Context: an optimization exercise on an open-source flow, tuned for small area, a short achievable clock period and few clock cycles per item. The choices shown serve that exercise and are no tape-out recipe.

== run P ==
Design lsc_mapper, start of the top module:
module lsc_mapper (
    input  wire        clk,
    input  wire        rst,
    input  wire        in_valid,
    output wire        in_ready,
    input  wire        in_imm,
    input  wire        in_mtrunc,
    input  wire [15:0] in_value,
    input  wire [15:0] in_rmin,
    input  wire [15:0] in_rmax,
    output wire        out_valid,
    input  wire        out_ready,
    output wire [7:0]  out_angle,
    output wire [31:0] out_lux
);
==> flow/config.mk <==
export PLATFORM = sky130hd
export DESIGN_NAME = lsc_mapper
export DESIGN_NICKNAME = lsc_mapper
export VERILOG_FILES = /design/flow/design.v
export SDC_FILE = /design/flow/constraint.sdc
export NUM_CORES = 4
export LEC_CHECK = 0
export ABC_AREA = 1
export CAP_MARGIN = 20
export CORE_MARGIN = 2
export CORE_UTILIZATION = 55
export CTS_BUF_LIST = sky130_fd_sc_hd__clkbuf_4
export SLEW_MARGIN = 20
==> flow/constraint.sdc <==
create_clock -name core_clock -period 22.0 [get_ports {clk}]
set_input_delay 4.4000 -clock core_clock [delete_from_list [all_inputs] [get_ports {clk}]]
set_output_delay 4.4000 -clock core_clock [all_outputs]
set_load 0.01 [all_outputs]
standard.sh (not shown) runs the stock make flow with config.mk's settings and CLKGATE_MAP_FILE= SYNTH_SCRIPT=/design/flow/synth_recipe.tcl, a recipe that flattens the netlist after the stock synthesis.
==> flow/flow/run.sh <==
#!/bin/bash
# Layout: the standard flow (standard synthesis, same constraints), with ORFS's
# repair_timing asked for a larger setup margin so that it also works on paths that
# already meet the 22 ns clock, and plain buffers on the ports.  Each tool's output
# goes to a log file here.
set -euo pipefail
bash standard.sh SETUP_SLACK_MARGIN=14.5 "BUFFER_PORTS_ARGS=-buffer_cell sky130_fd_sc_hd__buf_2" finish > flow_make.log 2>&1
### run P -> run Z
-- flow/flow/run.sh --
<<< run P, line 7
bash standard.sh SETUP_SLACK_MARGIN=14.5 "BUFFER_PORTS_ARGS=-buffer_cell sky130_fd_sc_hd__buf_2" finish > flow_make.log 2>&1
>>> run Z, line 7
bash standard.sh SETUP_SLACK_MARGIN=15 "BUFFER_PORTS_ARGS=-buffer_cell sky130_fd_sc_hd__buf_2" finish > flow_make.log 2>&1
Notes after the runs:
In the flow results for run Z and run P, the final-layout non-clock buffer area share is smaller on run P. Run Z against run P: overall routing resource usage went up 0.36 points; cell area after layout went up about 2.7%. When run Z is set beside run P, its final non-filler cell total turns out to be 42 larger. Comparing run Z with run P, the fraction of area in clock buffers and inverters came out essentially unchanged.
No run of this note included a check of the RTL's function; only the layout flow was run.

* * *

Setup of build 49:
Another version of the RTL of lsc_mapper (not shown whole).
Size: roughly 3,500 cells after synthesis, ~96 I/O pins, roughly 27,000 um^2 of cells after synthesis.
export LEC_CHECK = 0
export ABC_AREA = 1
export CAP_MARGIN = 20
export CORE_MARGIN = 2
export CORE_UTILIZATION = 55
export CTS_BUF_LIST = sky130_fd_sc_hd__clkbuf_8
export CTS_CLUSTER_DIAMETER = 60
export CTS_CLUSTER_SIZE = 12
export SLEW_MARGIN = 20
export SYNTH_HIERARCHICAL = 1
create_clock -name core_clock -period 22.0 [get_ports {clk}]
==> flow/flow/run.sh <==
#!/bin/bash
# Layout: the standard flow (standard synthesis, same constraints), with ORFS's
# repair_timing asked for a larger setup margin so that it also works on paths that
# already meet the 22 ns clock, and plain buffers on the ports.  Each tool's output
# goes to a log file here.
set -euo pipefail
bash standard.sh SETUP_SLACK_MARGIN=16 "BUFFER_PORTS_ARGS=-buffer_cell sky130_fd_sc_hd__buf_2" finish > flow_make.log 2>&1
The flow did not stop early for build 49: all stages ran, and the layout cleared the timing, design-rule and antenna checks.
The inputs of build 55 differ from those of build 49 as listed below.
Settings: CTS_BUF_LIST: sky130_fd_sc_hd__clkbuf_8 -> sky130_fd_sc_hd__clkbuf_4; CTS_CLUSTER_DIAMETER: 60 -> unset; CTS_CLUSTER_SIZE: 12 -> unset.
### Flow results
Relative to build 49, worst path setup slack after routing decreased by 170 ps in build 55.
In terms of multi-input logic area, build 55 and build 49 differ only marginally.
Looking at worst setup path category, the register to output pin result is from build 55; the register to register one comes from build 49.
When the final numbers for build 55 and build 49 were put side by side, the count of routing violations after the opening detailed-route iteration turned out to be greater in build 55.
Build 55 ended with less logic depth of the worst setup path including buffers than build 49.
Between build 55 and build 49, data required time of the critical path is higher for build 49, build 55 comes in under that.
Measured against each other, build 55 and build 49 differ in design area, the lower figure coming from build 49.
[inputs] build 87 vs build 55
Settings: an added CTS_CLUSTER_SIZE of 20; an added CTS_CLUSTER_DIAMETER of 80; a change of CTS_BUF_LIST from sky130_fd_sc_hd__clkbuf_4 to sky130_fd_sc_hd__clkbuf_16.
A startpoint of the worst setup timing path of o_r[1]$_DFFE_PP_ is what build 55 shows, while x5_3[16]$_DFFE_PN_ belongs to build 87. Build 87 vs. build 55: worst slack on hold paths grew by 17 ps, count of non-filler cells in the finished layout shrank by 2.3%, slew at the pin closest to its max-slew limit grew by 3.7 ps, highest clock frequency the design can meet grew by 0.0046 GHz, sum of routed wire segments on met1 grew by 0.48%. Against build 55, build 87 reports a final worst-path cycle share that is lower. On number of routed nets with antenna violations, build 87 and build 55 are basically level. Met3 demand-to-capacity share in global routing (higher): build 55. Compared with build 55, build 87 ends up with a smaller final cell area.
No run of this note included a check of the RTL's function; only the layout flow was run.

* * *

Another version of the RTL of lsc_mapper (not shown whole).
Size: ~2300 cells after synthesis, about 96 I/O pins, roughly 24000 µm² of cells after synthesis.
==> flow/design.v (excerpt) <==
module lsc_mapper (
    input  wire        clk,
    input  wire        rst,
    input  wire        in_valid,
    output wire        in_ready,
    input  wire        in_imm,
    input  wire        in_mtrunc,
    input  wire [15:0] in_value,
    input  wire [15:0] in_rmin,
    input  wire [15:0] in_rmax,
    output wire        out_valid,
    input  wire        out_ready,
    output wire [7:0]  out_angle,
    output wire [31:0] out_lux
);
export LEC_CHECK = 0
export ABC_AREA = 1
export CAP_MARGIN = 20
export CORE_MARGIN = 2
export CORE_UTILIZATION = 40
export SLEW_MARGIN = 20
create_clock -name core_clock -period 22.0 [get_ports {clk}]
==> flow/flow/run.sh <==
#!/bin/bash
# Layout: the standard flow (standard synthesis, same constraints), with ORFS's
# repair_timing asked for a larger setup margin so that it also works on paths that
# already meet the 22 ns clock.  Each tool's output goes to a log file here.
set -euo pipefail
bash standard.sh SETUP_SLACK_MARGIN=16 finish > flow_make.log 2>&1
Then changed:
==> flow/run.sh (new file) <==
#!/bin/bash
# synth_recipe.tcl (not shown) runs the flow's synth.tcl, then flattens the netlist and writes it again
# the make line also repeats each setting of config.mk as NAME=value (left out here)
make -C /OpenROAD-flow-scripts/flow DESIGN_CONFIG=/design/flow/config.mk WORK_HOME=/design/flow/orfs CLKGATE_MAP_FILE= SYNTH_SCRIPT=/design/flow/synth_recipe.tcl finish
removed: flow/flow/run.sh
removed: flow/standard.sh
Result: The new run completed with no timing, DRC or antenna violations; critical path depth came out higher by 10; worst setup slack degrades by 880 ps.
Then changed:
==> flow/flow/run.sh (new file) <==
#!/bin/bash
# Layout: the standard flow (standard synthesis, same constraints), with ORFS's
# repair_timing asked for a larger setup margin so that it also works on paths that
# already meet the 22 ns clock, and plain buffers on the ports.  Each tool's output
# goes to a log file here.
set -euo pipefail
bash standard.sh SETUP_SLACK_MARGIN=14.5 "BUFFER_PORTS_ARGS=-buffer_cell sky130_fd_sc_hd__buf_2" finish > flow_make.log 2>&1
==> flow/standard.sh (new file) <==
#!/bin/bash
# synth_recipe.tcl (not shown) runs the flow's synth.tcl, then flattens the netlist and writes it again
# the make line also repeats each setting of config.mk as NAME=value (left out here)
make -C /OpenROAD-flow-scripts/flow DESIGN_CONFIG=/design/flow/config.mk WORK_HOME=/design/flow/orfs CLKGATE_MAP_FILE= SYNTH_SCRIPT=/design/flow/synth_recipe.tcl "${@:-finish}"
- CORE_UTILIZATION: 40 -> 55
- CTS_BUF_LIST: unset -> sky130_fd_sc_hd__clkbuf_4
removed: flow/run.sh
Outcome: Wire length falls slightly. Via count grows by a few percent. Worst setup slack gains 570 ps. Final cell count decreases by a few percent. Clock skew rose by 57 ps. Sequential share of layout area went up by 0.67 points. Count of clock-buffer cells in the layout came out higher by 85. Final area went down slightly.
Then changed:
==> flow/flow/run.sh (replaced) <==
#!/bin/bash
# Layout: the standard flow (standard synthesis, same constraints), with ORFS's
# repair_timing asked for a larger setup margin so that it also works on paths that
# already meet the 22 ns clock.  Each tool's output goes to a log file here.
set -euo pipefail
bash standard.sh SETUP_SLACK_MARGIN=15 finish > flow_make.log 2>&1
- CORE_UTILIZATION: 55 -> 40
- CTS_BUF_LIST: sky130_fd_sc_hd__clkbuf_4 -> unset
After rerunning: Routed wire length goes up by a little under a tenth; global-route usage goes down by 4.9 points; die area goes up by well over a third; setup slack is better by 290 ps; maximum frequency goes up by a few percent; clock skew goes down by 56 ps; non-clock buffer count goes up by 25.
Then changed:
--- a/flow/flow/run.sh
+++ b/flow/flow/run.sh
@@ -6 +6 @@
-bash standard.sh SETUP_SLACK_MARGIN=15 finish > flow_make.log 2>&1
+bash standard.sh SETUP_SLACK_MARGIN=14.5 finish > flow_make.log 2>&1
Via count came out lower by about 1.7%.
Sequential cell count is unchanged.
Utilization shrinks by 1.1 points.
Routed wire length shrinks by 2.5%.
No run of this note included a check of the RTL's function; only the layout flow was run.

## port drivers added, routing unchanged
In the flow no input, the clock included, has a driving cell. The finished layouts below were timed again as built, in two steps.
Step 1 assumes that a clkbuf_16 drives the clock port and a buf_2 every other input.
Step 2 moves the port delays by t, midway between the first and last clock arrival at a register: inputs arrive t later, outputs are due t later. That takes back most of the time a late clock gives input paths.
a / b / c = ideal / step 1 / step 2; a / b = the first two.
run | t (ns) | slack for setup (ns) | worst slew at a driven data input, ns
run P | 0.856 | 14.926 / 14.926 / 14.926 | 0.04
run Z | 0.857 | 15.229 / 15.229 / 15.229 | 0.05
build 49 | 0.664 | 16.317 / 16.277 / 16.317 | 0.09
build 55 | 0.841 | 16.147 / 16.093 / 16.250 | 0.10
build 87 | 0.617 | 16.299 / 16.299 / 16.299 | 0.10
the first run of note 3 | 0.613 | 15.310 / 15.310 / 15.310 | 0.08
the second run of note 3 | 0.605 | 14.428 / 14.428 / 14.428 | 0.07
the third run of note 3 | 0.870 | 15.002 / 15.002 / 15.002 | 0.05
the fourth run of note 3 | 0.601 | 15.293 / 15.293 / 15.293 | 0.07
the fifth run of note 3 | 0.598 | 15.100 / 15.100 / 15.100 | 0.07
After both steps every run listed still meets setup and hold.
